Background: an optimization exercise with open tools, aiming at small area. Do not read the settings as production practice.
Function was checked by simulation only, so behaviour that the tests miss may differ from the original.
Power is estimated from default activity; no workload was simulated.

==> design/flow/design.v <==
module mpc_codec (
    input  wire       clk,
    input  wire       rst,           
    input  wire [1:0] d_op,          
    input  wire [7:0] d_data,        
    output wire [1:0] d_cnt,         
    output wire [7:0] d_char0,
    output wire [7:0] d_char1,
    output wire [1:0] d_fault,       
    output wire       d_query,
    input  wire [1:0] e_op,          
    input  wire [7:0] e_char,
    output wire [1:0] e_cnt,         
    output wire [7:0] e_byte0,
    output wire [7:0] e_byte1,
    output wire [7:0] e_byte2,
    output wire       e_fault,       
    output wire [2:0] s_ustate,
    output wire [7:0] s_buf2,
    output wire       s_packing,
    output wire       s_pend_valid,
    output wire [7:0] s_pend
);
    localparam [2:0] ST_IDLE   = 3'd0;    
    localparam [2:0] ST_LIT1   = 3'd1;    
    localparam [2:0] ST_LIT1B2 = 3'd2;    
    localparam [2:0] ST_LIT2   = 3'd3;    
    localparam [2:0] ST_CMD    = 3'd4;    
    localparam [1:0] DOP_BYTE   = 2'd1;
    localparam [1:0] DOP_RESET  = 2'd2;
    localparam [1:0] DOP_MANUAL = 2'd3;
    localparam [1:0] EOP_PUSH  = 2'd1;
    localparam [1:0] EOP_FLUSH = 2'd2;
    localparam [2:0] ID_TOGGLE  = 3'd0;
    localparam [2:0] ID_ENABLE  = 3'd1;
    localparam [2:0] ID_DISABLE = 3'd2;
    localparam [2:0] ID_RESET   = 3'd3;
    localparam [2:0] ID_QUERY   = 3'd4;
    localparam [7:0] CMD_TOGGLE  = 8'hFD;
    localparam [7:0] CMD_ENABLE  = 8'hFB;
    localparam [7:0] CMD_DISABLE = 8'hFA;
    localparam [7:0] CMD_RESET   = 8'hF9;
    localparam [7:0] CMD_QUERY   = 8'hF8;
    localparam [127:0] DEC_TABLE = {
        8'h00, 8'h58, 8'h47, 8'h0A, 8'h2E, 8'h39, 8'h38, 8'h37,
        8'h36, 8'h35, 8'h34, 8'h33, 8'h32, 8'h31, 8'h20, 8'h30};
    function [7:0] dec;
        input [3:0] i;
        begin
            dec = DEC_TABLE[{i, 3'b000} +: 8];
        end
    endfunction
    function [3:0] nib;
        input [7:0] c;
        begin
            case (c)
                8'h30: nib = 4'd0;
                8'h20: nib = 4'd1;
                8'h31: nib = 4'd2;
                8'h32: nib = 4'd3;
                8'h33: nib = 4'd4;
                8'h34: nib = 4'd5;
                8'h35: nib = 4'd6;
                8'h36: nib = 4'd7;
                8'h37: nib = 4'd8;
                8'h38: nib = 4'd9;
                8'h39: nib = 4'd10;
                8'h2E: nib = 4'd11;
                8'h0A: nib = 4'd12;
                8'h47: nib = 4'd13;
                8'h58: nib = 4'd14;
                default: nib = 4'hF;
            endcase
        end
    endfunction
    reg [2:0] ustate;
    reg       packing;
    reg [7:0] draw;        
    reg [3:0] bufn;        
    reg [1:0] dk;
    reg       dx, dy;
    reg [2:0] ustate_n;
    reg       packing_n;
    reg [1:0] dk_n;
    reg       dx_n, dy_n;
    wire [7:0] raw = d_data;
    wire [3:0] lo  = raw[3:0];
    wire [3:0] hi  = raw[7:4];
    wire       is_ff = (raw == 8'hFF);
    always @(*) begin
        ustate_n  = ustate;
        packing_n = packing;
        dk_n      = 2'd0;
        dx_n      = 1'b0;
        dy_n      = 1'b0;
        case (d_op)
            DOP_BYTE: begin
                case (ustate)
                    ST_IDLE: begin
                        if (is_ff) begin
                            ustate_n = ST_LIT1;
                        end else if (!packing) begin
                            dk_n = 2'd1;                   
                        end else if (lo != 4'hF && hi != 4'hF) begin
                            dk_n = 2'd2; dy_n = 1'b1;      
                        end else if (hi == 4'hF) begin
                            dk_n = 2'd1; dy_n = 1'b1;      
                            ustate_n = ST_LIT2;
                        end else begin
                            ustate_n = ST_LIT1B2;          
                        end
                    end
                    ST_LIT1: begin
                        if (is_ff) begin
                            ustate_n = ST_CMD;
                        end else if (packing) begin
                            dk_n = 2'd1;                   
                            ustate_n = ST_LIT2;
                        end else begin
                            dk_n = 2'd2; dx_n = 1'b1;      
                            ustate_n = ST_IDLE;
                        end
                    end
                    ST_LIT2: begin
                        if (is_ff) begin
                            dx_n = 1'b1;                   
                            ustate_n = ST_LIT1;
                        end else begin
                            dk_n = 2'd1;                   
                            ustate_n = ST_IDLE;
                        end
                    end
                    ST_LIT1B2: begin
                        if (is_ff) begin
                            dx_n = 1'b1; dy_n = 1'b1;      
                            ustate_n = ST_LIT1;
                        end else begin
                            dk_n = 2'd2;                   
                            ustate_n = ST_IDLE;
                        end
                    end
                    default: begin   
                        if (is_ff) begin
                            dy_n = 1'b1;                   
                        end else begin
                            ustate_n = ST_IDLE;
                            case (raw)
                                CMD_TOGGLE:  packing_n = ~packing;
                                CMD_ENABLE:  packing_n = 1'b1;
                                CMD_DISABLE: packing_n = 1'b0;
                                CMD_RESET:   ;
                                CMD_QUERY:   dk_n = 2'd3;
                                default:     dy_n = 1'b1;  
                            endcase
                        end
                    end
                endcase
            end
            DOP_RESET: begin
                ustate_n = ST_IDLE;
            end
            DOP_MANUAL: begin
                case (d_data[2:0])
                    ID_TOGGLE:  begin packing_n = ~packing; ustate_n = ST_IDLE; end
                    ID_ENABLE:  begin packing_n = 1'b1;     ustate_n = ST_IDLE; end
                    ID_DISABLE: begin packing_n = 1'b0;     ustate_n = ST_IDLE; end
                    ID_RESET:   ustate_n = ST_IDLE;
                    ID_QUERY:   dk_n = 2'd3;
                    default:    ;
                endcase
            end
            default: ;
        endcase
    end
    always @(posedge clk) begin
        if (rst) begin
            ustate  <= ST_IDLE;
            packing <= 1'b0;
            dk      <= 2'd0;
            dx      <= 1'b0;
            dy      <= 1'b0;
        end else begin
            ustate  <= ustate_n;
            packing <= packing_n;
            dk      <= dk_n;
            dx      <= dx_n;
            dy      <= dy_n;
        end
    end
    always @(posedge clk) begin
        draw <= d_data;
        if (ustate != ST_LIT1B2)
            bufn <= d_data[7:4];
    end
    wire [3:0] n_sel = dy ? draw[7:4] : bufn;
    wire [7:0] dec_sel = dec(n_sel);
    assign d_cnt   = (dk == 2'd3) ? 2'd0 : dk;
    assign d_query = (dk == 2'd3);
    assign d_fault = (dk == 2'd0) ? {dx, dy} : 2'd0;
    assign d_char0 = dy ? dec(draw[3:0]) : (draw | {8{dx}});
    assign d_char1 = dx ? draw : dec_sel;
    assign s_ustate  = ustate;
    assign s_packing = packing;
    assign s_buf2    = dec_sel;
    reg       pend_valid;
    reg [7:0] pend;        
    reg [7:0] echr;        
    reg       e_emit;      
    reg       e_fl;        
    wire e_push  = (e_op == EOP_PUSH);
    wire e_flush = (e_op == EOP_FLUSH);
    wire c_is_ff = (e_char == 8'hFF);
    always @(posedge clk) begin
        if (rst) begin
            pend_valid <= 1'b0;
            e_emit     <= 1'b0;
            e_fl       <= 1'b0;
        end else begin
            if (e_push && !c_is_ff)
                pend_valid <= ~pend_valid;
            else if (e_flush)
                pend_valid <= 1'b0;
            e_emit <= pend_valid && ((e_push && !c_is_ff) || e_flush);
            e_fl   <= e_push ? c_is_ff : (e_flush && pend_valid);
        end
    end
    always @(posedge clk) begin
        echr <= e_char;
        if (!pend_valid)
            pend <= e_char;
    end
    wire [3:0] n1 = nib(pend);
    wire [3:0] n2 = nib(echr);
    wire       f1 = (n1 == 4'hF);
    wire       f2 = (n2 == 4'hF) && !e_fl;
    assign e_fault = !e_emit && e_fl;
    assign e_cnt   = {e_emit & (f1 | f2), e_emit & ~(f1 ^ f2)};
    assign e_byte0 = {n2 | {4{e_fl}}, n1};
    assign e_byte1 = f1 ? pend : echr;
    assign e_byte2 = echr;
    assign s_pend_valid = pend_valid;
    assign s_pend       = pend;
endmodule
==> design/flow/run.sh <==
#!/bin/bash
# synth_recipe.tcl (not shown) runs the flow's synth.tcl, then flattens the netlist and writes it again
# the make line also repeats each setting of config.mk as NAME=value (left out here)
make -C /OpenROAD-flow-scripts/flow DESIGN_CONFIG=/design/flow/config.mk WORK_HOME=/design/flow/orfs CLKGATE_MAP_FILE= SYNTH_SCRIPT=/design/flow/synth_recipe.tcl finish
==> design/flow/config.mk <==
export PLATFORM = sky130hd
export DESIGN_NAME = mpc_codec
export DESIGN_NICKNAME = mpc_codec
export VERILOG_FILES = /design/flow/design.v
export SDC_FILE = /design/flow/constraint.sdc
export NUM_CORES = 4
export LEC_CHECK = 0
export ABC_AREA = 1
export CAP_MARGIN = 20
export CORE_MARGIN = 2
export CORE_UTILIZATION = 40
export SLEW_MARGIN = 20
==> design/flow/constraint.sdc <==
create_clock -name core_clock -period 10.0 [get_ports {clk}]
set_input_delay 2.0000 -clock core_clock [delete_from_list [all_inputs] [get_ports {clk}]]
set_output_delay 2.0000 -clock core_clock [all_outputs]
set_load 0.01 [all_outputs]
==> results of run 1 <==
worst min path at each step:
stage                    start          to  slack, ns  cells after the start
detailed placement     packing     packing       0.56                      2
global route        pend_valid  pend_valid       0.61                      2
floorplan              packing     packing       0.55                      2
global placement       packing     packing       0.54                      2
finish                 packing     packing       0.56                      2
CTS                    packing     packing       0.57                      2
worst min-delay path, stage by stage, from the launching register on:
cell     delay, ns
dfxtp_1       0.35
a21oi_1       0.13
nor2_1        0.05
logic make-up (layout without fill, tap and decap cells):
group | count (synthesis) | count (layout) | share of synthesized area (%)
AOI/OAI and AO/OA | 62 | 62 | 12.2
adders and majority gates | 11 | 11 | 4.76
buffers and inverters | 70 | 161 | 9.95
DFF | 39 | 39 | 31.2
other | 1 | 1 | 0.130
and+or+nand+nor | 262 | 262 | 41.8
cell type report:
type / count / share of cell area, %
tap: 96 / 3.03
inverter: 64 / 6.05
timing repair buffer: 89 / 22.5
clock inverter: 3 / 1.10
clock buffer: 5 / 1.73
multi-input combinational: 336 / 42.9
sequential: 39 / 22.7
per-stage QoR:
stage / utilization [%] / std cells / hold WS, ns
global placement: 55.8 / 624 / 0.541
global route: 57.4 / 632 / 0.611
detailed placement: 55.8 / 624 / 0.555
finish: 57.4 / 632 / 0.561
floorplan: - / 445 / 0.545
CTS: 57.4 / 632 / 0.566
per-layer routing:
layer	GRT usage, %	wire length, um	vias up
li1	-	-	1626
met1	27.6	3650	1364
met2	34.5	3810	97
met3	2.40	340	6
met4	4.75	73	0
met5	0	0	-
power by group through the flow:
stage / Combinational [uW] / Clock (uW) / Sequential (uW)
finish: 154 / 130 / 189
global route: 172 / 141 / 191
CTS: 156 / 133 / 188
detailed placement: 155 / 0 / 192
global placement: 155 / 0 / 192
floorplan: 78.6 / 0 / 191
synth_stat cells, drive strengths merged:
master and count:
a211oi 1, a21boi 1, a21oi 14, a22oi 3, a31oi 1, a32oi 2, buf 4, clkbuf 2
conb 1, dfxtp 27, edfxtp 12, ha 11, inv 64, nand2 128, nand3 44, nand3b 1
nand4 11, nor2 68, nor3 10, o2111ai 1, o211ai 1, o21a 1, o21ai 34, o31a 1
o31ai 2
sequential cells by signal, summed over array words and instances, names as in the netlist:
| register | flops |
|---|---|
| bufn | 4 |
| dk | 2 |
| draw | 8 |
| dx | 1 |
| dy | 1 |
| e_emit | 1 |
| e_fl | 1 |
| echr | 8 |
| packing | 1 |
| pend | 8 |
| pend_valid | 1 |
| ustate | 3 |
==> results.txt, run 1 <==
vias per cell=4.89; Synth top area share=18.7%; synth top area cells=dfxtp_1 (19%), nand2_1 (15%), edfxtp_1 (12%); Syn Area/Cell=6.50 um^2; Post-DP Area=3850 um^2; Vias=3093; residual DRC count=0; clock tree sinks=39; pre-CTS setup slack=5.54 ns; leading cell type in the layout, fill and taps excluded=nand2_1; Filler cells=678; half-perimeter wire length after placement=6370 um; Worst Slack Setup Final=5.25 ns; crit path DAT=2.75 ns; outcome=complete, no violations; Cell variety after synth=38; die width=89.0 um; worst path bufs/invs=2; CP Capture Type=output port; hold-fix buffers at CTS=0; reg2reg start=ustate[2]; R2R Setup Slk=8.70 ns; Logic pwr share=32.7%; post-route cell area=3970 um^2; htree depth=2; All-Layer GR Usage=20.2%; layout cell share with drive strength beyond 1=7.28%; later-pin clock latency in the skew report=0.29 ns; Seq cells post-synth=39; Psw=148 uW; Die Y-Extent=89.0 um; final wirelength=7870 um; area of the multi-input gates=1700 um^2; grt total ovfl=0; CTS tree=built; commonest cells after routing, fill and taps aside=nand2_1 (115), clkdlybuf4s50_1 (89), nor2_1 (60); Pint=325 uW; Final ANT Viol Nets=0; crit path cell chain=o21ai_0, inv_1, ha_1, nand2_1, nand3_1, a21boi_1, nand2_1, o21ai_0, clkdlybuf4s50_1; Clock Skew=0.00722 ns; first-pass GRT wire length=13000 um; DRT Pass-1 Iters=4; number of stages on the worst setup path=9; worst slew pin tran=0.722 ns; PD cells=119 nW/um^2; Startpoint Class=flip-flop; period utilization=47.5%; RSZ-0062 raised after global routing=false; vias in the first global route=2843; initial drt markers=95; CP max stage delay=0.55 ns; Net Sw Frac=31.4%; CP top delay family=compound AO/OA/AOI/OAI gates; RR Endpoint=ustate[0]; Initial Util=41.9%; Setup CP Type=reg2out; syn nets=478; pin count of the biggest net entering global routing=14; synthesized area=2890 um^2; Sequential Area=901 um^2; Worst Reg-to-Reg Cells=7; WP data required=8.00 ns; Gates resized, CTS repair=0; achievable frequency=210 MHz; RePlAce Congestion=0.935; Final Hold Vio Count=0; setup violators final=0; Clock power frac=27.5%; CP Max Fanout=13; Mapped Cells=445; IO Pins=91; Syn. warnings=1; Power, Total=473 uW; worst hold path type=reg2reg; post-synth top area cell=dfxtp_1; cts bufs inserted=5; drt wl/cell=12.5 um; Antenna diodes=0; clock root cell=clkbuf_8; peak supply drop=0.0000749 V; antenna violations before repair=0; Final Max Tran Viols=0; synth-to-layout area growth=37.2%; PortBufs=89; Flop pwr share=39.9%; setup TNS=0 ns; Clock Pin Slew Worst Setup and Hold Paths=0.08 ns; Max-Cap Viols=0; Rel. slew slack=51.7%; Slowest cell on crit path=clkdlybuf4s50_1; Core Region=6910 um^2; min Tclk post-route=4.75 ns; die area=7920 um^2; Layout Nets=568; row count=30; Critical path origin=dy; # Post-CTS Setup Buffers=0; Critical path destination=d_char1[1]; Seq/Total Area, Yosys=31.2%; CTS Buffer Depth=2; Leak=0.00184 uW
==> run 2: changes to the inputs <==
--- a/design/flow/design.v
+++ b/design/flow/design.v
@@ -193,6 +193,5 @@
             bufn <= d_data[7:4];
     end
-    wire [3:0] n_sel = dy ? draw[7:4] : bufn;
-    wire [7:0] dec_sel = dec(n_sel);
+    wire [7:0] dec_sel = dec(bufn);
     assign d_cnt   = (dk == 2'd3) ? 2'd0 : dk;
     assign d_query = (dk == 2'd3);
==> design/flow/flow/run.sh (new file) <==
#!/bin/bash
# Own layout flow: the standard synthesis, then the combinational logic
# re-mapped with a stronger ABC script (registers kept by name and cell type),
# then the standard layout with the smallest buffer on the ports.
set -euo pipefail
W=$PWD
R=$W/orfs/results/$FLOW_PLATFORM/mpc_codec/base
LIB=$FLOW_HOME/platforms/$FLOW_PLATFORM/lib/sky130_fd_sc_hd__tt_025C_1v80.lib

bash standard.sh synth > $W/1_standard_synth.log 2>&1
cp $R/1_2_yosys.v $W/standard_synth.v

REMAP_LIB=$LIB REMAP_IN=$W/standard_synth.v REMAP_OUT=$W/remapped.v REMAP_TOP=$FLOW_TOP \
REMAP_ABC=$W/flow/remap.abc REMAP_STAT=$W/remap_stat.txt \
  yosys -c $W/flow/remap.tcl > $W/2_remap.log 2>&1

cp $W/remapped.v $R/1_2_yosys.v
rm -f $R/1_synth.odb
export BUFFER_PORTS_ARGS="-buffer_cell sky130_fd_sc_hd__buf_1"
bash standard.sh > $W/3_standard_layout.log 2>&1
==> design/flow/flow/remap.abc (new file) <==
strash
&get -n
&st
&deepsyn -T 20
&dch -f
&nf -R 1000
&put
==> design/flow/flow/remap.tcl (new file) <==
# Re-map the combinational logic of the standard synthesis netlist with a
# stronger ABC script. Registers (and tie cells) are kept as instances, so
# their names and cell types stay those of the standard synthesis.
yosys -import
set lib $::env(REMAP_LIB)
read_liberty -ignore_miss_func $lib
set keep [list sky130_fd_sc_hd__dfxtp_1 sky130_fd_sc_hd__edfxtp_1 sky130_fd_sc_hd__dfrtp_1 \
             sky130_fd_sc_hd__dfstp_1 sky130_fd_sc_hd__sdfxtp_1 sky130_fd_sc_hd__conb_1]
foreach m $keep {
  catch {setattr -mod -set keep_hierarchy 1 $m}
}
read_verilog $::env(REMAP_IN)
hierarchy -top $::env(REMAP_TOP)
flatten
# wires inside the flattened library cells
yosys rename -hide w:*.*
opt -purge
set dont {-dont_use *probe* -dont_use *lpflow*}
abc -script $::env(REMAP_ABC) -liberty $lib {*}$dont
foreach m $keep { blackbox $m }
hierarchy -top $::env(REMAP_TOP)
opt_clean -purge
splitnets
opt_clean -purge
hilomap -singleton -hicell sky130_fd_sc_hd__conb_1 HI -locell sky130_fd_sc_hd__conb_1 LO
insbuf -buf sky130_fd_sc_hd__buf_1 A X
# the check refuses names with '/' or ':'
# left out here: hide names made inside functions
tee -o $::env(REMAP_STAT) stat -top $::env(REMAP_TOP) -liberty $lib
write_verilog -noattr -nohex -nodec $::env(REMAP_OUT)
==> design/flow/standard.sh (new file) <==
#!/bin/bash
# synth_recipe.tcl (not shown) runs the flow's synth.tcl, then flattens the netlist and writes it again
# the make line also repeats each setting of config.mk as NAME=value (left out here)
make -C /OpenROAD-flow-scripts/flow DESIGN_CONFIG=/design/flow/config.mk WORK_HOME=/design/flow/orfs CLKGATE_MAP_FILE= SYNTH_SCRIPT=/design/flow/synth_recipe.tcl "${@:-finish}"
--- a/design/flow/config.mk
+++ b/design/flow/config.mk
@@ -10,3 +10,5 @@
 export CORE_MARGIN = 2
 export CORE_UTILIZATION = 40
+export CTS_BUF_LIST = sky130_fd_sc_hd__clkbuf_4
+export CTS_CLUSTER_SIZE = 20
 export SLEW_MARGIN = 20
removed: design/flow/run.sh
==> results.txt, run 2 <==
residual DRC count=0; IO Pins=91; htree depth=2; achievable frequency=207 MHz; grt total ovfl=0; setup TNS=0 ns; DRT Pass-1 Iters=4; hold-fix buffers at CTS=0; Clock Skew=0.00738 ns; RePlAce Congestion=0.742; hold path depth=2; Rel. slew slack=48.9%; Non-Filler Instances=404; antenna violations before repair=0; met1 wire length=2500 um; crit path DAT=2.82 ns; row count=26; vias in the first global route=1645; worst slew pin tran=0.766 ns; CTS Buffer Depth=2; clock tree sinks=39; PD cells=129 nW/um^2; synth-to-layout area growth=23.2%; peak supply drop=0.0000764 V; layout cell share with drive strength beyond 1=2.40%; Gates resized, CTS repair=0; CP Max Fanout=12; reg2reg start=pend_valid; All-Layer GR Usage=17.2%; CP Capture Type=output port; Max Used Layer=met4; routed wl met2=2350 um; Leak=0.000853 uW; clock root cell=clkbuf_4; WP data required=8.00 ns; Final Max Tran Viols=0; final wirelength=5170 um; Clock Pin Slew Worst Setup and Hold Paths=0.10 ns; R2R Setup Slk=8.57 ns; half-perimeter wire length after placement=4030 um; commonest cells after routing, fill and taps aside=buf_1 (89), nor2_1 (30), dfxtp_1 (27); Vias=2041; Initial Util=40.7%; min Tclk post-route=4.82 ns; Syn Area/Cell=8.62 um^2; Power, Total=327 uW; CTS tree=built; top flop regs=draw x8, echr x8, pend x8; Worst Reg-to-Reg Cells=5; first-pass GRT wire length=7430 um; Mapped Cells=238; Antenna diodes=0; Syn. warnings=1; Min-Delay Startpoint=ustate[2]; die area=5720 um^2; pre-CTS setup slack=5.54 ns; initial drt markers=74; # Post-CTS Setup Buffers=0; Core Region=5040 um^2; PortBufs=89; placed insts=396; leading cell type in the layout, fill and taps excluded=buf_1; cts bufs inserted=5; vias per cell=5.05; RSZ-0062 raised after global routing=false; Layout Nets=355; later-pin clock latency in the skew report=0.34 ns; synthesized area=2050 um^2; Final ANT Viol Nets=0; outcome=complete, no violations; Die Y-Extent=75.6 um; Max-Cap Viols=0; Final Hold Vio Count=0; RR Endpoint=e_emit; setup violators final=0; drt wl/cell=12.8 um; worst hold path type=reg2reg; die width=75.6 um; Worst Slack Setup Final=5.18 ns; hold endpoint=ustate[2]; period utilization=48.2%; syn nets=260; met3 wire length=278 um; Setup CP Type=reg2out; pin count of the biggest net entering global routing=19; Startpoint Class=flip-flop
## run 2: area by class of cell
class / instances / area [um^2]
Fill cell: 520 / 2510
Multi-Input combinational cell: 192 / 1120
Sequential cell: 39 / 901
Timing Repair Buffer: 89 / 334
Tap cell: 70 / 87.6
Clock buffer: 7 / 52.6
Inverter: 6 / 22.5
Clock inverter: 1 / 5.00
## run 2: through the flow
stage	hold slack, ns	cell area [um^2]	util (%)
2_1_floorplan	0.554	2050	-
3_3_place_gp	0.575	2470	49.0
3_5_place_dp	0.571	2470	49.0
4_1_cts	0.587	2530	50.1
5_1_grt	0.620	2530	50.1
6_report	0.587	2530	50.1
## run 2: layer usage
layer,track usage (%),vias up
li1,-,1057
met2,25.5,56
met1,24.7,924
met5,0,-
met3,3.57,4
met4,6.43,0
## run 2: worst max path at each step
stage,end,from,depth (start not counted)
global route,e_cnt[0],pend[3],9
finish,e_byte0[3],pend[3],8
floorplan,e_byte0[3],pend[3],7
CTS,e_byte0[3],pend[3],8
global placement,e_byte0[3],pend[3],8
detailed placement,e_byte0[3],pend[3],8
## run 2: worst max-delay path, stage by stage, from the launching register on
cell      delay [ns]
edfxtp_1        0.48
nor2b_1         0.19
a221oi_1        0.25
o21ai_0         0.14
a21o_1          0.20
and2_0          0.15
or2_0           0.47
or3b_1          0.45
buf_1           0.13
## run 2: where the power goes
part	total (uW)	switching, uW	internal (uW)
Clock	80.2	47.4	32.8
Sequential	184	12.3	172
Combinational	62.2	37.5	24.7
==> run 3: changes to the inputs <==
--- a/design/flow/config.mk
+++ b/design/flow/config.mk
@@ -10,5 +10,3 @@
 export CORE_MARGIN = 2
 export CORE_UTILIZATION = 40
-export CTS_BUF_LIST = sky130_fd_sc_hd__clkbuf_4
-export CTS_CLUSTER_SIZE = 20
 export SLEW_MARGIN = 20
==> results.txt, run 3 <==
worst path bufs/invs=1; vias per cell=5.03; Final Max Tran Viols=0; Die Y-Extent=75.6 um; syn nets=260; CP max stage delay=0.47 ns; area of the multi-input gates=1120 um^2; Worst Slack Setup Final=5.25 ns; # Post-CTS Setup Buffers=0; All-Layer GR Usage=16.9%; die width=75.6 um; Syn Area/Cell=8.62 um^2; initial drt markers=76; number of stages on the worst setup path=8; synth-to-layout area growth=24.3%; pre-CTS setup slack=5.54 ns; worst hold path type=reg2reg; Core Region=5040 um^2; pin count of the biggest net entering global routing=19; PD cells=135 nW/um^2; cts bufs inserted=5; htree depth=2; residual DRC count=0; achievable frequency=211 MHz; PortBufs=89; later-pin clock latency in the skew report=0.28 ns; RR Endpoint=e_emit; Critical path destination=e_byte0[3]; CTS tree=built; leading cell type in the layout, fill and taps excluded=buf_1; Vias=2031; Mapped Cells=238; Critical path origin=pend[3]; CTS Buffer Depth=2; worst slew pin tran=0.767 ns; outcome=complete, no violations; post-route cell area=2550 um^2; setup violators final=0; CP Capture Type=output port; crit path cell chain=nor2b_1, a221oi_1, o21ai_0, a21o_1, and2_0, or2_0, or3b_1, buf_1; Post-DP Area=2470 um^2; half-perimeter wire length after placement=4030 um; vias in the first global route=1635; Initial Util=40.7%; WP data required=8.00 ns; grt total ovfl=0; Rel. slew slack=48.8%; Final Hold Vio Count=0; IO Pins=91; Slowest cell on crit path=edfxtp_1; Leak=0.000859 uW; clock tree sinks=39; Max-Cap Viols=0; crit path DAT=2.75 ns; antenna violations before repair=0; hold path depth=2; hold-fix buffers at CTS=0; die area=5720 um^2; top flop regs=draw x8, echr x8, pend x8; CP top delay family=simple AND/OR/NAND/NOR gates; R2R Setup Slk=8.57 ns; RePlAce Congestion=0.742; reg2reg start=pend_valid; Layout Nets=355; Startpoint Class=flip-flop; layout cell share with drive strength beyond 1=1.80%; Final ANT Viol Nets=0; Gates resized, CTS repair=0; DRT Pass-1 Iters=4; clock root cell=clkbuf_8; peak supply drop=0.0000767 V; Setup CP Type=reg2out; commonest cells after routing, fill and taps aside=buf_1 (89), nor2_1 (30), dfxtp_1 (27); synthesized area=2050 um^2; Clock Pin Slew Worst Setup and Hold Paths=0.07 ns; first-pass GRT wire length=7400 um; Sequential Area=901 um^2; period utilization=47.5%; drt wl/cell=12.6 um; RSZ-0062 raised after global routing=false; min Tclk post-route=4.75 ns; Clock Skew=0.00342 ns; final wirelength=5090 um; Worst Reg-to-Reg Cells=5; Filler cells=520; CP Max Fanout=12; row count=26; Antenna diodes=0; Syn. warnings=1; setup TNS=0 ns
[run 3: layer usage]
metal  vias to the layer above  share of wire, %  global-route usage, %
li1                       1054                 -                      -
met1                       923                50                   24.8
met2                        50                45                   25.6
met3                         4               4.7                   3.17
met4                         0              0.79                   4.48
met5                         -                 0                      0
[run 3: how the worst min path moves through the flow]
stage	from	endpoint	slack [ns]
2_1_floorplan	ustate[2]	ustate[2]	0.55
3_3_place_gp	ustate[0]	ustate[0]	0.58
3_5_place_dp	ustate[0]	ustate[0]	0.57
4_1_cts	ustate[0]	ustate[0]	0.58
5_1_grt	ustate[0]	ustate[0]	0.61
6_report	ustate[2]	ustate[2]	0.58
[run 3: through the flow]
step / std cells / hold WS (ns) / utilization [%] / total power (uW)
6_report: 404 / 0.581 / 50.6 / 344
3_5_place_dp: 396 / 0.571 / 49.0 / 250
3_3_place_gp: 396 / 0.575 / 49.0 / 250
5_1_grt: 404 / 0.613 / 50.6 / 364
4_1_cts: 404 / 0.581 / 50.6 / 347
2_1_floorplan: 238 / 0.554 / - / 224
[run 3: worst register-to-register path: stages, from the launching register on]
cell and delay (ns):
dfxtp_1 0.34, clkinv_1 0.32, nor3b_1 0.38, nand2_1 0.09, o31ai_1 0.10, nor3_1 0.08
[run 3: layout make-up]
class / count / share of cell area (%)
Clock buffer: 7 / 2.99
Sequential cell: 39 / 35.3
Timing Repair Buffer: 89 / 13.1
Clock inverter: 1 / 0.196
Multi-Input combinational cell: 192 / 44.1
Tap cell: 70 / 3.43
Inverter: 6 / 0.883
[run 3: power by group]
group / internal (uW) / switching (uW)
sequential: 172 / 12.3
clock: 48.9 / 48.3
combinational: 24.7 / 37.5
==> run 4: changes to the inputs <==
--- a/design/flow/flow/run.sh
+++ b/design/flow/flow/run.sh
@@ -18,3 +18,4 @@
 rm -f $R/1_synth.odb
 export BUFFER_PORTS_ARGS="-buffer_cell sky130_fd_sc_hd__buf_1"
+export CTS_ARGS="-sink_clustering_enable -repair_clock_nets -buf_list sky130_fd_sc_hd__clkbuf_4 -sink_clustering_size 20 -dont_use_dummy_load"
 bash standard.sh > $W/3_standard_layout.log 2>&1
==> results.txt, run 4 <==
CTS tree=built; post-route cell area=2510 um^2; htree depth=2; cts bufs inserted=5; Power, Total=314 uW; commonest cells after routing, fill and taps aside=buf_1 (89), nor2_1 (30), dfxtp_1 (27); syn nets=260; worst hold path type=reg2reg; CP Max Fanout=12; Layout Nets=355; Startpoint Class=flip-flop; crit path cell chain=nor2b_1, a221oi_1, o21ai_0, a21o_1, and2_0, or2_0, or3b_1, buf_1; layout cell share with drive strength beyond 1=1.51%; row count=26; hold-fix buffers at CTS=0; placed insts=396; Logic pwr share=19.8%; setup violators final=0; Post-DP Area=2470 um^2; RePlAce Congestion=0.742; die area=5720 um^2; DRT Pass-1 Iters=4; pin count of the biggest net entering global routing=19; outcome=complete, no violations; PortBufs=89; Psw=93.8 uW; die width=75.6 um; CP Capture Type=output port; clock root cell=clkbuf_4; Worst Reg-to-Reg Cells=5; vias in the first global route=1644; synthesized area=2050 um^2; half-perimeter wire length after placement=4030 um; Final ANT Viol Nets=0; WP data required=8.00 ns; Initial Util=40.7%; setup TNS=0 ns; PD cells=125 nW/um^2; R2R Setup Slk=8.57 ns; All-Layer GR Usage=17.2%; final wirelength=5150 um; Vias=2027; CP max stage delay=0.48 ns; clock tree sinks=39; CTS Buffer Depth=2; hold endpoint=ustate[2]; drt wl/cell=12.8 um; min Tclk post-route=4.81 ns; # Post-CTS Setup Buffers=0; first-pass GRT wire length=7420 um; Pint=220 uW; achievable frequency=208 MHz; Clock Pin Slew Worst Setup and Hold Paths=0.10 ns; synth-to-layout area growth=22.2%; vias per cell=5.05; Final Max Tran Viols=0; peak supply drop=0.0000763 V; period utilization=48.1%; Setup CP Type=reg2out; reg2reg start=pend_valid; hold path depth=2; Gates resized, CTS repair=0; Flop pwr share=58.7%; Die Y-Extent=75.6 um; residual DRC count=0; Min-Delay Startpoint=ustate[2]; Max-Cap Viols=0; worst slew pin tran=0.766 ns; RSZ-0062 raised after global routing=false; antenna violations before repair=0; Syn Area/Cell=8.62 um^2; Clock power frac=21.5%; Mapped Cells=238; Antenna diodes=0; Non-Filler Instances=401; Syn. warnings=1; Core Region=5040 um^2; Slowest cell on crit path=edfxtp_1; crit path DAT=2.81 ns; RR Endpoint=e_emit; initial drt markers=53; Filler cells=522; Rel. slew slack=48.9%; top flop regs=draw x8, echr x8, pend x8; leading cell type in the layout, fill and taps excluded=buf_1; Leak=0.000840 uW; grt total ovfl=0; Net Sw Frac=29.9%; IO Pins=91; later-pin clock latency in the skew report=0.34 ns; Final Hold Vio Count=0; Clock Skew=0.0144 ns
==> run 4: critical path, delay by kind of cell, from the launching register on <==
kind	cells	cell delay, ns
and+or+nand+nor	4	1.26
buffers and inverters	1	0.13
AOI/OAI and AO/OA	3	0.59
DFF	1	0.48
==> run 4: layer usage <==
metal	part of all wire [%]	vias to the layer above	wire length (um)	GRT usage, %
met4	1.3	0	65	6.43
met1	49	920	2540	24.7
met3	5.0	5	257	3.57
met2	44	50	2290	25.5
met5	0	-	0	0
li1	-	1052	-	-
==> run 4: worst max-delay path by stage <==
stage / startpoint / to / cells after the start / slack, ns
after global routing: pend[3] / e_cnt[0] / 9 / 4.91
after floorplan: pend[3] / e_byte0[3] / 7 / 5.78
after CTS: pend[3] / e_byte0[3] / 8 / 5.15
after detailed placement: pend[3] / e_byte0[3] / 8 / 5.54
after global placement: pend[3] / e_byte0[3] / 8 / 5.64
final: pend[3] / e_byte0[3] / 8 / 5.19
==> run 4: power groups by stage <==
| stage | combinational (uW) | sequential (uW) | clock (uW) |
|---|---|---|---|
| final | 62.2 | 184 | 67.5 |
| after global routing | 70.6 | 186 | 76.2 |
| after CTS | 62.7 | 184 | 69.8 |
| after detailed placement | 62.5 | 188 | 0 |
| after global placement | 62.0 | 188 | 0 |
| after floorplan | 37.7 | 187 | 0 |
==> run 4: per-stage QoR <==
| step | hold WS (ns) | util (%) | setup WS (ns) |
|---|---|---|---|
| after floorplan | 0.554 | - | 5.78 |
| after global placement | 0.575 | 49.0 | 5.64 |
| after detailed placement | 0.571 | 49.0 | 5.54 |
| after CTS | 0.584 | 49.7 | 5.15 |
| after global routing | 0.617 | 49.7 | 4.91 |
| final | 0.585 | 49.7 | 5.19 |
==> run 4: layout make-up <==
type	count	area [um^2]	share of cell area, %
inverters	6	22.5	0.898
well taps	70	87.6	3.49
clock buffers	5	37.5	1.50
multi-input cells	192	1120	44.9
flip-flops and latches	39	901	35.9
repair buffers	89	334	13.3
==> run 5: changes to the inputs <==
--- a/design/flow/flow/run.sh
+++ b/design/flow/flow/run.sh
@@ -18,4 +18,4 @@
 rm -f $R/1_synth.odb
 export BUFFER_PORTS_ARGS="-buffer_cell sky130_fd_sc_hd__buf_1"
-export CTS_ARGS="-sink_clustering_enable -repair_clock_nets -buf_list sky130_fd_sc_hd__clkbuf_4 -sink_clustering_size 20 -dont_use_dummy_load"
+export CTS_ARGS="-sink_clustering_enable -repair_clock_nets -buf_list sky130_fd_sc_hd__clkbuf_8 -sink_clustering_size 40 -sink_clustering_max_diameter 200 -dont_use_dummy_load"
 bash standard.sh > $W/3_standard_layout.log 2>&1
==> results.txt, run 5 <==
Syn. warnings=1; Worst Reg-to-Reg Cells=5; Clock Pin Slew Worst Setup and Hold Paths=0.07 ns; worst slew pin tran=0.767 ns; Gates resized, CTS repair=0; final wirelength=5070 um; commonest cells after routing, fill and taps aside=buf_1 (89), nor2_1 (30), dfxtp_1 (27); PD cells=132 nW/um^2; IO Pins=91; die area=5720 um^2; Startpoint Class=flip-flop; DRT Pass-1 Iters=4; top flop regs=draw x8, echr x8, pend x8; synthesized area=2050 um^2; Mapped Cells=238; hold path depth=2; Max-Cap Viols=0; Antenna diodes=0; residual DRC count=0; Rel. slew slack=48.8%; Clock Skew=0.00804 ns; CTS Buffer Depth=2; RR Endpoint=e_emit; Core Region=5040 um^2; achievable frequency=211 MHz; Layout Nets=355; period utilization=47.5%; # Post-CTS Setup Buffers=0; Slowest cell on crit path=edfxtp_1; leading cell type in the layout, fill and taps excluded=buf_1; later-pin clock latency in the skew report=0.27 ns; WP data required=8.00 ns; clock root cell=clkbuf_8; Setup CP Type=reg2out; outcome=complete, no violations; hold-fix buffers at CTS=0; syn nets=260; CP top delay family=simple AND/OR/NAND/NOR gates; reg2reg start=pend_valid; Syn Area/Cell=8.62 um^2; CP Max Fanout=12; Worst Slack Setup Final=5.25 ns; post-route cell area=2540 um^2; peak supply drop=0.0000783 V; crit path cell chain=nor2b_1, a221oi_1, o21ai_0, a21o_1, and2_0, or2_0, or3b_1, buf_1; worst hold path type=reg2reg; Final Max Tran Viols=0; clock tree sinks=39; CTS tree=built; PortBufs=89; All-Layer GR Usage=16.9%; RSZ-0062 raised after global routing=false; htree depth=2; hold endpoint=ustate[2]; antenna violations before repair=0; Critical path origin=pend[3]; Non-Filler Instances=401; crit path DAT=2.75 ns; vias in the first global route=1636; half-perimeter wire length after placement=4030 um; placed insts=396; hold_ws=0.580 ns; CP Capture Type=output port; R2R Setup Slk=8.56 ns; min Tclk post-route=4.75 ns; first-pass GRT wire length=7380 um; cts bufs inserted=5; setup violators final=0; Post-DP Area=2470 um^2; Initial Util=40.7%; Vias=2022; Die Y-Extent=75.6 um; synth-to-layout area growth=23.7%; initial drt markers=63; Final Hold Vio Count=0; pin count of the biggest net entering global routing=19; pre-CTS setup slack=5.54 ns; setup TNS=0 ns; layout cell share with drive strength beyond 1=1.51%; vias per cell=5.04; CP max stage delay=0.47 ns; RePlAce Congestion=0.742; die width=75.6 um; Leak=0.000853 uW; Min-Delay Startpoint=ustate[2]; worst path bufs/invs=1; grt total ovfl=0; Final ANT Viol Nets=0; drt wl/cell=12.6 um; row count=26
[run 5: through the flow]
stage | power (uW) | util, %
6_report | 336 | 50.3
5_1_grt | 356 | 50.3
4_1_cts | 340 | 50.3
3_5_place_dp | 250 | 49.0
3_3_place_gp | 250 | 49.0
2_1_floorplan | 224 | -
[run 5: how the worst max path moves through the flow]
stage / slack, ns / end / cells after the start
2_1_floorplan: 5.78 / e_byte0[3] / 7
4_1_cts: 5.22 / e_byte0[3] / 8
5_1_grt: 4.99 / e_cnt[0] / 9
6_report: 5.25 / e_byte0[3] / 8
3_5_place_dp: 5.54 / e_byte0[3] / 8
3_3_place_gp: 5.64 / e_byte0[3] / 8
[run 5: per-layer routing]
layer / share of wire (%) / wire (um) / global-route usage [%] / up-vias
met1: 49 / 2500 / 24.7 / 918
met4: 0.36 / 18 / 4.68 / 0
li1: - / - / - / 1051
met2: 45 / 2300 / 25.3 / 51
met5: 0 / 0 / 0 / -
met3: 4.9 / 250 / 3.57 / 2
[run 5: area by class of cell]
class | count | area [um^2]
Clock buffer | 5 | 68.8
Inverter | 6 | 22.5
Fill cell | 516 | 2500
Timing Repair Buffer | 89 | 334
Multi-Input combinational cell | 192 | 1120
Sequential cell | 39 | 901
Tap cell | 70 | 87.6
[run 5: worst min-delay path: stages (launching register included)]
cell and delay, ns:
dfxtp_1 0.37, nor2_1 0.12, nor2_1 0.04
[run 5: report_power, final]
group | total, uW | leakage, uW | internal, uW | switching, uW
clock | 89.3 | 0.0000359 | 44.8 | 44.4
sequential | 185 | 0.000350 | 172 | 12.3
combinational | 62.1 | 0.000467 | 24.7 | 37.4
==> run 6: changes to the inputs <==
--- a/design/flow/flow/run.sh
+++ b/design/flow/flow/run.sh
@@ -18,4 +18,4 @@
 rm -f $R/1_synth.odb
 export BUFFER_PORTS_ARGS="-buffer_cell sky130_fd_sc_hd__buf_1"
-export CTS_ARGS="-sink_clustering_enable -repair_clock_nets -buf_list sky130_fd_sc_hd__clkbuf_8 -sink_clustering_size 40 -sink_clustering_max_diameter 200 -dont_use_dummy_load"
+export CTS_ARGS="-sink_clustering_enable -repair_clock_nets -buf_list sky130_fd_sc_hd__clkbuf_16 -sink_clustering_size 40 -sink_clustering_max_diameter 200 -dont_use_dummy_load"
 bash standard.sh > $W/3_standard_layout.log 2>&1
==> results.txt, run 6 <==
hold endpoint=ustate[0]; antenna violations before repair=0; CP Capture Type=output port; Gates resized, CTS repair=0; cts bufs inserted=5; Antenna diodes=0; synth-to-layout area growth=26.5%; peak supply drop=0.000100 V; min Tclk post-route=4.73 ns; Setup CP Type=reg2out; Rel. slew slack=48.9%; Mapped Cells=238; crit path cell chain=nor2b_1, a221oi_1, o21ai_0, a21o_1, and2_0, or2_0, or3b_1, buf_1; first-pass GRT wire length=7490 um; Final ANT Viol Nets=0; layout cell share with drive strength beyond 1=1.51%; Non-Filler Instances=401; clock tree sinks=39; CP max stage delay=0.47 ns; setup violators final=0; Syn Area/Cell=8.62 um^2; R2R Setup Slk=8.57 ns; Leak=0.000878 uW; Slowest cell on crit path=or2_0; syn nets=260; Core Region=5040 um^2; Syn. warnings=1; die width=75.6 um; initial drt markers=81; vias per cell=5.09; crit path DAT=2.73 ns; Net Sw Frac=25.8%; pin count of the biggest net entering global routing=19; final wirelength=5150 um; IO Pins=91; achievable frequency=211 MHz; reg2reg start=pend_valid; Initial Util=40.7%; hold path depth=1; synthesized area=2050 um^2; row count=26; Critical path origin=pend[3]; setup TNS=0 ns; PortBufs=89; half-perimeter wire length after placement=4030 um; Filler cells=515; Worst Slack Setup Final=5.27 ns; Die Y-Extent=75.6 um; drt wl/cell=12.8 um; Clock Pin Slew Worst Setup and Hold Paths=0.05 ns; All-Layer GR Usage=17.4%; RR Endpoint=e_emit; PD cells=148 nW/um^2; later-pin clock latency in the skew report=0.27 ns; Max-Cap Viols=0; outcome=complete, no violations; # Post-CTS Setup Buffers=0; period utilization=47.3%; CTS tree=built; hold-fix buffers at CTS=0; placed insts=396; Clock power frac=35.7%; leading cell type in the layout, fill and taps excluded=buf_1; worst slew pin tran=0.767 ns; pre-CTS setup slack=5.54 ns; CP Max Fanout=12; Layout Nets=355; grt total ovfl=0; Min-Delay Startpoint=ustate[0]; worst path bufs/invs=1; WP data required=8.00 ns; top flop regs=draw x8, echr x8, pend x8; RePlAce Congestion=0.742; Clock Skew=0.00656 ns; Psw=99.3 uW; Final Hold Vio Count=0; Worst Reg-to-Reg Cells=4; commonest cells after routing, fill and taps aside=buf_1 (89), nor2_1 (30), dfxtp_1 (27); CP top delay family=simple AND/OR/NAND/NOR gates; die area=5720 um^2; Startpoint Class=flip-flop; Flop pwr share=48.1%; clock root cell=clkbuf_16; worst hold path type=reg2reg; Logic pwr share=16.2%; Final Max Tran Viols=0; vias in the first global route=1633; RSZ-0062 raised after global routing=false; Pint=285 uW; Vias=2040; residual DRC count=0; DRT Pass-1 Iters=4; htree depth=2; CTS Buffer Depth=2
## run 6: area by class of cell
class / count / area [um^2] / share of cell area, %
repair buffers: 89 / 334 / 12.9
clock buffers: 5 / 125 / 4.82
flip-flops and latches: 39 / 901 / 34.7
multi-input cells: 192 / 1120 / 43.3
inverters: 6 / 22.5 / 0.868
well taps: 70 / 87.6 / 3.38
## run 6: worst max path at each step
stage                       to  slack [ns]  cells past startpoint
floorplan           e_byte0[3]        5.78                      7
global placement    e_byte0[3]        5.64                      8
detailed placement  e_byte0[3]        5.54                      8
CTS                 e_byte0[3]        5.24                      8
global route          e_cnt[0]        5.01                      9
finish              e_byte0[3]        5.27                      8
## run 6: power groups by stage
stage	logic, uW	clock network, uW	registers (uW)
after floorplan	37.7	0	187
after detailed placement	62.5	0	188
after global placement	62.0	0	188
after global routing	70.7	148	187
final	62.2	137	185
after CTS	62.8	141	185
## run 6: routing by layer
metal  vias to the layer above  part of all wire, %  global-route usage [%]
met1                       922                   48                    24.9
met5                         -                    0                       0
met3                         6                  5.3                    3.84
met2                        57                   45                    26.1
li1                       1055                    -                       -
met4                         0                  1.2                    5.65
## run 6: stage by stage
stage               power, uW  cell area [um^2]  utilization, %  hold WS, ns
finish                    384              2590            51.5        0.581
detailed placement        250              2470            49.0        0.571
floorplan                 224              2050               -        0.554
global route              405              2590            51.5        0.609
CTS                       389              2590            51.5        0.578
global placement          250              2470            49.0        0.575
==> run 7: changes to the inputs <==
--- a/design/flow/flow/run.sh
+++ b/design/flow/flow/run.sh
@@ -18,4 +18,4 @@
 rm -f $R/1_synth.odb
 export BUFFER_PORTS_ARGS="-buffer_cell sky130_fd_sc_hd__buf_1"
-export CTS_ARGS="-sink_clustering_enable -repair_clock_nets -buf_list sky130_fd_sc_hd__clkbuf_16 -sink_clustering_size 40 -sink_clustering_max_diameter 200 -dont_use_dummy_load"
+export CTS_ARGS="-sink_clustering_enable -repair_clock_nets -buf_list sky130_fd_sc_hd__clkbuf_4 -sink_clustering_size 10 -dont_use_dummy_load"
 bash standard.sh > $W/3_standard_layout.log 2>&1
==> results.txt, run 7 <==
outcome=complete, no violations; vias in the first global route=1644; Leak=0.000840 uW; RePlAce Congestion=0.742; All-Layer GR Usage=17.2%; reg2reg start=pend_valid; Clock Skew=0.0144 ns; Rel. slew slack=48.9%; Mapped Cells=238; Max Used Layer=met4; cts bufs inserted=5; row count=26; crit path cell chain=nor2b_1, a221oi_1, o21ai_0, a21o_1, and2_0, or2_0, or3b_1, buf_1; Die Y-Extent=75.6 um; layout cell share with drive strength beyond 1=1.51%; leading cell type in the layout, fill and taps excluded=buf_1; first-pass GRT wire length=7420 um; DRT Pass-1 Iters=4; Layout Nets=355; die width=75.6 um; worst slew pin tran=0.766 ns; hold-fix buffers at CTS=0; worst path bufs/invs=1; Max-Cap Viols=0; peak supply drop=0.0000763 V; achievable frequency=208 MHz; routed wl met2=2290 um; setup violators final=0; residual DRC count=0; CP top delay family=simple AND/OR/NAND/NOR gates; later-pin clock latency in the skew report=0.34 ns; PD cells=125 nW/um^2; synth-to-layout area growth=22.2%; vias per cell=5.05; crit path DAT=2.81 ns; clock root cell=clkbuf_4; Gates resized, CTS repair=0; Slowest cell on crit path=edfxtp_1; IO Pins=91; R2R Setup Slk=8.57 ns; final wirelength=5150 um; met3 wire length=257 um; number of stages on the worst setup path=8; synthesized area=2050 um^2; met1 wire length=2540 um; WP data required=8.00 ns; period utilization=48.1%; Final ANT Viol Nets=0; CTS tree=built; antenna violations before repair=0; CP Capture Type=output port; min Tclk post-route=4.81 ns; htree depth=2; Vias=2027; setup TNS=0 ns; Final Max Tran Viols=0; initial drt markers=53; RSZ-0062 raised after global routing=false; CP Max Fanout=12; PortBufs=89; Critical path origin=pend[3]; Syn Area/Cell=8.62 um^2; Clock Pin Slew Worst Setup and Hold Paths=0.10 ns; Syn. warnings=1; pin count of the biggest net entering global routing=19; drt wl/cell=12.8 um; Critical path destination=e_byte0[3]; grt total ovfl=0; half-perimeter wire length after placement=4030 um; RR Endpoint=e_emit; top flop regs=draw x8, echr x8, pend x8; Setup CP Type=reg2out; syn nets=260; commonest cells after routing, fill and taps aside=buf_1 (89), nor2_1 (30), dfxtp_1 (27); hold_ws=0.585 ns; Initial Util=40.7%; Core Region=5040 um^2; worst hold path type=reg2reg; die area=5720 um^2; clock tree sinks=39; Worst Reg-to-Reg Cells=5; Antenna diodes=0; CTS Buffer Depth=2; CP max stage delay=0.48 ns; Final Hold Vio Count=0; # Post-CTS Setup Buffers=0; Startpoint Class=flip-flop
[run 7: report_power, final]
| part | internal, uW | switching, uW | total (uW) |
|---|---|---|---|
| logic | 24.7 | 37.5 | 62.2 |
| registers | 172 | 12.3 | 184 |
| clock network | 23.5 | 44.0 | 67.5 |
[run 7: cell type report]
cell class	instances	area, um^2
repair buffers	89	334
inverters	6	22.5
well taps	70	87.6
fillers	522	2530
multi-input cells	192	1120
clock buffers	5	37.5
flip-flops and latches	39	901
[run 7: layer usage]
layer | up-vias | global-route usage [%]
met5 | - | 0
met4 | 0 | 6.43
met3 | 5 | 3.57
met2 | 50 | 25.5
met1 | 920 | 24.7
li1 | 1052 | -
[run 7: how the worst min path moves through the flow]
stage                         start   endpoint  depth (start not counted)
after floorplan           ustate[2]  ustate[2]                          2
after CTS                 ustate[0]  ustate[0]                          1
after detailed placement  ustate[0]  ustate[0]                          1
after global placement    ustate[0]  ustate[0]                          1
after global routing      ustate[0]  ustate[0]                          1
final                     ustate[2]  ustate[2]                          2
[run 7: through the flow]
step / total power (uW) / cell area (um^2) / instances / worst slack [ns] / util [%]
global placement: 250 / 2470 / 396 / 5.64 / 49.0
finish: 314 / 2510 / 401 / 5.19 / 49.7
CTS: 317 / 2510 / 401 / 5.15 / 49.7
floorplan: 224 / 2050 / 238 / 5.78 / -
detailed placement: 250 / 2470 / 396 / 5.54 / 49.0
global route: 333 / 2510 / 401 / 4.91 / 49.7
[run 7: worst min-delay path, cell delays in order (launching register included)]
cell and delay (ns):
dfxtp_1 0.38, nor2_1 0.12, nor2_1 0.04
==> run 8: changes to the inputs <==
--- a/design/flow/flow/run.sh
+++ b/design/flow/flow/run.sh
@@ -11,9 +11,22 @@
 cp $R/1_2_yosys.v $W/standard_synth.v
 
-REMAP_LIB=$LIB REMAP_IN=$W/standard_synth.v REMAP_OUT=$W/remapped.v REMAP_TOP=$FLOW_TOP \
-REMAP_ABC=$W/flow/remap.abc REMAP_STAT=$W/remap_stat.txt \
-  yosys -c $W/flow/remap.tcl > $W/2_remap.log 2>&1
-
-cp $W/remapped.v $R/1_2_yosys.v
+# ABC's deep synthesis is randomised: run it with four seeds at once and keep
+# the smallest netlist
+for s in 1 2 3 4; do
+  sed "s/@SEED@/$s/" $W/flow/remap.abc.in > $W/remap_$s.abc
+  REMAP_LIB=$LIB REMAP_IN=$W/standard_synth.v REMAP_OUT=$W/remapped_$s.v REMAP_TOP=$FLOW_TOP \
+  REMAP_ABC=$W/remap_$s.abc REMAP_STAT=$W/remap_stat_$s.txt \
+    yosys -c $W/flow/remap.tcl > $W/2_remap_$s.log 2>&1 &
+done
+wait
+best=$(for s in 1 2 3 4; do
+  a=$(awk '/Chip area/ {print $NF}' $W/remap_stat_$s.txt 2>/dev/null || true)
+  [[ -n "$a" ]] && echo "$a $s"
+done | sort -g | head -1 | cut -d' ' -f2)
+echo "remap: best seed ${best:-none}" > $W/2_remap_choice.log
+if [[ -n "$best" ]]; then
+  cp $W/remapped_$best.v $W/remapped.v
+  cp $W/remapped.v $R/1_2_yosys.v
+fi
 rm -f $R/1_synth.odb
 export BUFFER_PORTS_ARGS="-buffer_cell sky130_fd_sc_hd__buf_1"
==> design/flow/flow/remap.abc.in (new file) <==
strash
&get -n
&st
&deepsyn -T 30 -S @SEED@
&dch -f
&nf -R 1000
&put
removed: design/flow/flow/remap.abc
==> results.txt, run 8 <==
Pint=219 uW; cts bufs inserted=5; setup TNS=0 ns; worst hold path type=reg2reg; crit path DAT=2.77 ns; htree depth=2; die area=5690 um^2; # Post-CTS Setup Buffers=0; Clock Skew=0.0141 ns; peak supply drop=0.0000906 V; Non-Filler Instances=393; hold path depth=2; Setup CP Type=reg2out; Vias=2052; outcome=complete, no violations; placed insts=388; die width=75.4 um; Initial Util=42.3%; WP data required=8.00 ns; final core occ=51.7%; Worst Reg-to-Reg Cells=7; Clock Pin Slew Worst Setup and Hold Paths=0.11 ns; synth-to-layout area growth=22.1%; Rel. slew slack=61.4%; RePlAce Congestion=0.838; Startpoint Class=flip-flop; drt wl/cell=13.0 um; final wirelength=5110 um; Syn. warnings=1; clock tree sinks=39; setup violators final=0; Syn Area/Cell=8.75 um^2; synthesized area=2040 um^2; RSZ-0062 raised after global routing=false; pin count of the biggest net entering global routing=18; CP Capture Type=output port; PD cells=125 nW/um^2; Die Y-Extent=75.4 um; Flop pwr share=59.4%; Final Hold Vio Count=0; PortBufs=89; DRT Pass-1 Iters=4; Mapped Cells=233; Gates resized, CTS repair=0; CTS tree=built; grt total ovfl=0; worst slew pin tran=0.579 ns; CP Max Fanout=15; All-Layer GR Usage=18.3%; Final ANT Viol Nets=0; Max-Cap Viols=0; residual DRC count=0; Filler cells=511; period utilization=47.7%; commonest cells after routing, fill and taps aside=buf_1 (89), dfxtp_1 (27), nand2_1 (26), nor2_1 (26), a21oi_1 (16); Core Region=4820 um^2; Antenna diodes=0; hold-fix buffers at CTS=0; vias in the first global route=1704; initial drt markers=116; CTS Buffer Depth=2; IO Pins=91; vias per cell=5.22; achievable frequency=210 MHz; Net Sw Frac=29.5%; antenna violations before repair=0; layout cell share with drive strength beyond 1=1.53%; clock root cell=clkbuf_4; first-pass GRT wire length=8010 um; Psw=91.8 uW; Layout Nets=350; Logic pwr share=19.1%; half-perimeter wire length after placement=3970 um; leading cell type in the layout, fill and taps excluded=buf_1; later-pin clock latency in the skew report=0.33 ns; Clock power frac=21.5%; row count=25; min Tclk post-route=4.77 ns; Final Max Tran Viols=0; top flop regs=draw x8, echr x8, pend x8; Leak=0.000860 uW; syn nets=255
## run 8: final cells by class
cell class | count | area [um^2] | share of cell area (%)
multi-input cells | 187 | 1110 | 44.7
repair buffers | 89 | 334 | 13.4
flip-flops and latches | 39 | 901 | 36.2
clock buffers | 5 | 37.5 | 1.51
well taps | 67 | 83.8 | 3.37
inverters | 6 | 22.5 | 0.904
## run 8: metrics by stage
step                total power [uW]  cell area (um^2)  hold slack (ns)  setup slack [ns]
floorplan                        223              2040            0.531              5.75
global placement                 248              2450            0.519              5.69
detailed placement               248              2450            0.512              5.60
CTS                              315              2490            0.532              5.21
global route                     330              2490            0.592              4.89
finish                           311              2490            0.534              5.23
## run 8: power by group through the flow
| stage | logic (uW) | registers, uW | clock network (uW) |
|---|---|---|---|
| final | 59.3 | 185 | 66.9 |
| after global routing | 67.3 | 187 | 76.5 |
| after CTS | 60.0 | 185 | 70.4 |
| after detailed placement | 59.7 | 189 | 0 |
| after global placement | 59.7 | 188 | 0 |
| after floorplan | 35.6 | 187 | 0 |
## run 8: final timing paths
path / from / to / slack (ns)
max: pend[4] / e_cnt[0] / 5.23
min: pend_valid / pend_valid / 0.53
max reg2reg: ustate[0] / ustate[0] / 8.01
min reg2reg: pend_valid / pend_valid / 0.53
## run 8: per-layer routing
layer | up-vias | global-route usage [%] | wire, um
li1 | 1060 | - | -
met1 | 923 | 25.5 | 2500
met2 | 64 | 28.8 | 2320
met3 | 5 | 4.37 | 241
met4 | 0 | 4.68 | 48
met5 | - | 0 | 0
## run 8: critical path: stages (launching register included)
cell and delay (ns):
edfxtp_1 0.44, clkinv_1 0.13, nor2_1 0.18, a22o_1 0.18
nand3_1 0.10, o211ai_1 0.15, nand3_1 0.43, or3_1 0.49
a21boi_0 0.17, buf_1 0.17
==> run 9: changes to the inputs <==
--- a/design/flow/flow/run.sh
+++ b/design/flow/flow/run.sh
@@ -31,4 +31,4 @@
 rm -f $R/1_synth.odb
 export BUFFER_PORTS_ARGS="-buffer_cell sky130_fd_sc_hd__buf_1"
-export CTS_ARGS="-sink_clustering_enable -repair_clock_nets -buf_list sky130_fd_sc_hd__clkbuf_4 -sink_clustering_size 10 -dont_use_dummy_load"
+export CTS_ARGS="-sink_clustering_enable -repair_clock_nets -buf_list sky130_fd_sc_hd__clkbuf_4 -sink_clustering_size 20 -sink_clustering_max_diameter 100 -dont_use_dummy_load"
 bash standard.sh > $W/3_standard_layout.log 2>&1
==> results.txt, run 9 <==
syn nets=260; Clock Pin Slew Worst Setup and Hold Paths=0.11 ns; Mapped Cells=238; half-perimeter wire length after placement=4010 um; global routing met2 resource utilization=24.7%; Slowest cell on crit path=edfxtp_1; critical path's most frequent cell=o21ai_0; top flop regs=draw x8, echr x8, pend x8; clock root cell=clkbuf_4; PortBufs=89; peak supply drop=0.0000535 V; die width=75.2 um; Die Y-Extent=75.2 um; commonest cells after routing, fill and taps aside=buf_1 (89), nor2_1 (31), dfxtp_1 (27); CP Capture Type=output port; GR peak layer=met1; antenna violations before repair=0; crit path DAT=2.75 ns; CTS Buffer Depth=2; initial drt markers=105; WP data required=8.00 ns; Antenna diodes=0; drt wl/cell=12.7 um; residual DRC count=0; met3 Usage GRT=4.15%; pin count of the biggest net entering global routing=14; final wirelength=5060 um; Setup CP Type=reg2out; synth-to-layout area growth=22.3%; final core occ=51.5%; IO Pins=91; setup TNS=0 ns; Leak=0.000861 uW; DRT Pass-1 Iters=4; cts bufs inserted=5; row count=25; crit path cell chain=nor2b_1, or3_1, a21oi_1, o21ai_0, a31oi_1, a21o_1, o21ai_0, a21boi_0, buf_1; worst hold path type=reg2reg; Post-DP Area=2440 um^2; vias in the first global route=1565; pre-CTS setup slack=5.61 ns; PD cells=126 nW/um^2; hold_ws=0.524 ns; first-pass GRT wire length=7430 um; RePlAce Congestion=0.847; All-Layer GR Usage=17.3%; Core Region=4820 um^2; Final Hold Vio Count=0; Max-Cap Viols=0; Worst Slack Setup Final=5.25 ns; achievable frequency=210 MHz; Vias=2040; leading cell type in the layout, fill and taps excluded=buf_1; min Tclk post-route=4.75 ns; CP top delay family=compound AO/OA/AOI/OAI gates; outcome=complete, no violations; Initial Util=42.1%; CTS tree=built; period utilization=47.5%; RSZ-0062 raised after global routing=false; vias per cell=5.13; Layout Nets=355; hold-fix buffers at CTS=0; die area=5650 um^2; Final ANT Viol Nets=0; setup violators final=0; routing usage on met1=25.5%; # Post-CTS Setup Buffers=0; synthesized area=2030 um^2; Syn. warnings=1; layout cell share with drive strength beyond 1=1.51%; later-pin clock latency in the skew report=0.33 ns; Gates resized, CTS repair=0; Final Max Tran Viols=0; Startpoint Class=flip-flop; htree depth=2; Syn Area/Cell=8.52 um^2; post-route cell area=2480 um^2; grt total ovfl=0; Filler cells=519; CP Max Fanout=13; CP max stage delay=0.48 ns; worst path bufs/invs=1; clock tree sinks=39; Clock Skew=0.0144 ns
-- run 9: routing by layer --
metal | share of wire (%) | vias up
met5 | 0 | -
met4 | 1.7 | 0
met3 | 5.1 | 9
met2 | 44 | 59
met1 | 49 | 917
li1 | - | 1055
-- run 9: stage by stage --
step                std cells  total power (uW)
floorplan                 238               225
CTS                       398               317
finish                    398               313
global route              398               333
detailed placement        393               252
global placement          393               251
-- run 9: final cells by class --
| type | count | area (um^2) | area share [%] |
|---|---|---|---|
| timing repair buffer | 89 | 334 | 13.5 |
| clock buffer | 5 | 37.5 | 1.51 |
| inverter | 9 | 33.8 | 1.36 |
| multi-input combinational | 189 | 1090 | 43.9 |
| sequential | 39 | 901 | 36.3 |
| tap | 67 | 83.8 | 3.38 |
-- run 9: path summary, 6_finish.rpt --
path / from / end / slack (ns) / depth (start not counted)
worst min register to register: pend_valid / pend_valid / 0.52 / 2
worst min-delay path: pend_valid / pend_valid / 0.52 / 2
worst max-delay path: pend[1] / e_cnt[0] / 5.25 / 9
worst max register to register: ustate[2] / dk[0] / 8.43 / 5
-- run 9: power by group --
group	total (uW)	internal, uW	switching (uW)
combinational	62.7	24.9	37.8
sequential	185	172	13.0
clock	65.4	23.5	41.9
total	313	221	92.7
-- run 9: worst register-to-register path: stages (launching register included) --
cell	delay, ns
dfxtp_1	0.42
nand3_1	0.08
o21ai_0	0.25
nand3b_1	0.13
or4_1	0.51
o21ai_0	0.10
==> run 10: changes to the inputs <==
--- a/design/flow/flow/run.sh
+++ b/design/flow/flow/run.sh
@@ -31,4 +31,4 @@
 rm -f $R/1_synth.odb
 export BUFFER_PORTS_ARGS="-buffer_cell sky130_fd_sc_hd__buf_1"
-export CTS_ARGS="-sink_clustering_enable -repair_clock_nets -buf_list sky130_fd_sc_hd__clkbuf_4 -sink_clustering_size 20 -sink_clustering_max_diameter 100 -dont_use_dummy_load"
+export CTS_ARGS="-sink_clustering_enable -repair_clock_nets -buf_list sky130_fd_sc_hd__clkbuf_4 -sink_clustering_size 14 -sink_clustering_max_diameter 100 -dont_use_dummy_load"
 bash standard.sh > $W/3_standard_layout.log 2>&1
==> results.txt, run 10 <==
CP Max Fanout=13; PD cells=126 nW/um^2; first-pass GRT wire length=7430 um; residual DRC count=0; Layout Nets=355; clock tree sinks=39; Mapped Cells=238; setup TNS=0 ns; peak supply drop=0.0000535 V; worst hold path type=reg2reg; die area=5650 um^2; layout cell share with drive strength beyond 1=1.51%; final core occ=51.5%; Final Hold Vio Count=0; later-pin clock latency in the skew report=0.33 ns; Vias=2040; row count=25; setup violators final=0; final wirelength=5060 um; Max-Cap Viols=0; Die Y-Extent=75.2 um; grt total ovfl=0; die width=75.2 um; Flop pwr share=59.1%; Logic pwr share=20.0%; WP data required=8.00 ns; achievable frequency=210 MHz; vias in the first global route=1565; hold-fix buffers at CTS=0; Initial Util=42.1%; Syn. warnings=1; IO Pins=91; Clock power frac=20.9%; vias per cell=5.13; leading cell type in the layout, fill and taps excluded=buf_1; PortBufs=89; CTS tree=built; # Post-CTS Setup Buffers=0; CP Capture Type=output port; CTS Buffer Depth=2; synth-to-layout area growth=22.3%; top flop regs=draw x8, echr x8, pend x8; cts bufs inserted=5; pin count of the biggest net entering global routing=14; Clock Skew=0.0144 ns; Net Sw Frac=29.6%; commonest cells after routing, fill and taps aside=buf_1 (89), nor2_1 (31), dfxtp_1 (27); Pint=221 uW; min Tclk post-route=4.75 ns; Startpoint Class=flip-flop; initial drt markers=105; syn nets=260; clock root cell=clkbuf_4; Final Max Tran Viols=0; antenna violations before repair=0; Filler cells=519; Core Region=4820 um^2; Final ANT Viol Nets=0; DRT Pass-1 Iters=4; htree depth=2; Gates resized, CTS repair=0; hold_ws=0.524 ns; RSZ-0062 raised after global routing=false; All-Layer GR Usage=17.3%; RePlAce Congestion=0.847; Setup CP Type=reg2out; crit path DAT=2.75 ns; period utilization=47.5%; Syn Area/Cell=8.52 um^2; outcome=complete, no violations; half-perimeter wire length after placement=4010 um; Psw=92.7 uW; synthesized area=2030 um^2; drt wl/cell=12.7 um; Leak=0.000861 uW; Clock Pin Slew Worst Setup and Hold Paths=0.11 ns; Antenna diodes=0
-- run 10: layout make-up --
cell class	count	area [um^2]	share of cell area [%]
well taps	67	83.8	3.38
repair buffers	89	334	13.5
inverters	9	33.8	1.36
clock buffers	5	37.5	1.51
multi-input cells	189	1090	43.9
flip-flops and latches	39	901	36.3
-- run 10: path summary, 6_finish.rpt --
check / startpoint / to / slack, ns / cells past startpoint
min reg2reg: pend_valid / pend_valid / 0.52 / 2
min: pend_valid / pend_valid / 0.52 / 2
max reg2reg: ustate[2] / dk[0] / 8.43 / 5
max: pend[1] / e_cnt[0] / 5.25 / 9
-- run 10: power groups by stage --
stage	sequential (uW)	combinational (uW)	clock, uW
after floorplan	187	37.9	0
after global placement	189	62.7	0
after detailed placement	189	63.0	0
after CTS	185	63.3	68.5
after global routing	187	70.6	75.0
final	185	62.7	65.4
-- run 10: metal layers --
| metal | GRT usage, % | share of wire [%] | up-vias |
|---|---|---|---|
| met5 | 0 | 0 | - |
| met4 | 6.04 | 1.7 | 0 |
| met3 | 4.15 | 5.1 | 9 |
| met2 | 24.7 | 44 | 59 |
| met1 | 25.5 | 49 | 917 |
| li1 | - | - | 1055 |
-- run 10: metrics by stage --
stage / area [um^2] / worst slack (ns) / cells / power (uW)
CTS: 2480 / 5.22 / 398 / 317
finish: 2480 / 5.25 / 398 / 313
global placement: 2440 / 5.72 / 393 / 251
global route: 2480 / 5.01 / 398 / 333
detailed placement: 2440 / 5.61 / 393 / 252
floorplan: 2030 / 5.67 / 238 / 225
-- run 10: critical path, stage by stage, from the launching register on --
cell	delay [ns]
edfxtp_1	0.48
nor2b_1	0.19
or3_1	0.31
a21oi_1	0.13
o21ai_0	0.12
a31oi_1	0.28
a21o_1	0.38
o21ai_0	0.18
a21boi_0	0.18
buf_1	0.17

## afterwards: timing with drivers on the ports
Ports are ideal in the flow. The routed layouts listed here were re-timed in OpenROAD. Step 1, drivers: a clkbuf_16 drives clk and a buf_2 each remaining input, both assumed. Step 2 also shifts input and output timing later by t, the mid clock arrival at the registers, as if the neighbouring blocks saw the same clock. Slacks: ideal / step 1 / step 2; pairs: ideal / step 1.
| run | shift t [ns] | slack for setup (ns) | latest minus earliest clock arrival (ns) | worst slew at a driven data input, ns |
|---|---|---|---|---|
| run 1 | 0.310 | 5.246 / 5.218 / 5.528 | 0.007 / 0.008 | 0.05 |
| run 2 | 0.358 | 5.177 / 5.152 / 5.511 | 0.008 / 0.007 | 0.04 |
| run 3 | 0.299 | 5.250 / 5.225 / 5.524 | 0.004 / 0.004 | 0.04 |
| run 4 | 0.353 | 5.185 / 5.161 / 5.515 | 0.015 / 0.015 | 0.04 |
| run 5 | 0.295 | 5.255 / 5.230 / 5.525 | 0.009 / 0.009 | 0.04 |
| run 6 | 0.298 | 5.268 / 5.238 / 5.537 | 0.007 / 0.007 | 0.04 |
| run 7 | 0.353 | 5.185 / 5.161 / 5.515 | 0.015 / 0.015 | 0.04 |
| run 8 | 0.347 | 5.227 / 5.205 / 5.552 | 0.018 / 0.018 | 0.03 |
| run 9 | 0.346 | 5.245 / 5.223 / 5.568 | 0.021 / 0.021 | 0.03 |
| run 10 | 0.346 | 5.245 / 5.223 / 5.568 | 0.021 / 0.021 | 0.03 |
After both steps setup and hold are still met in every run listed.
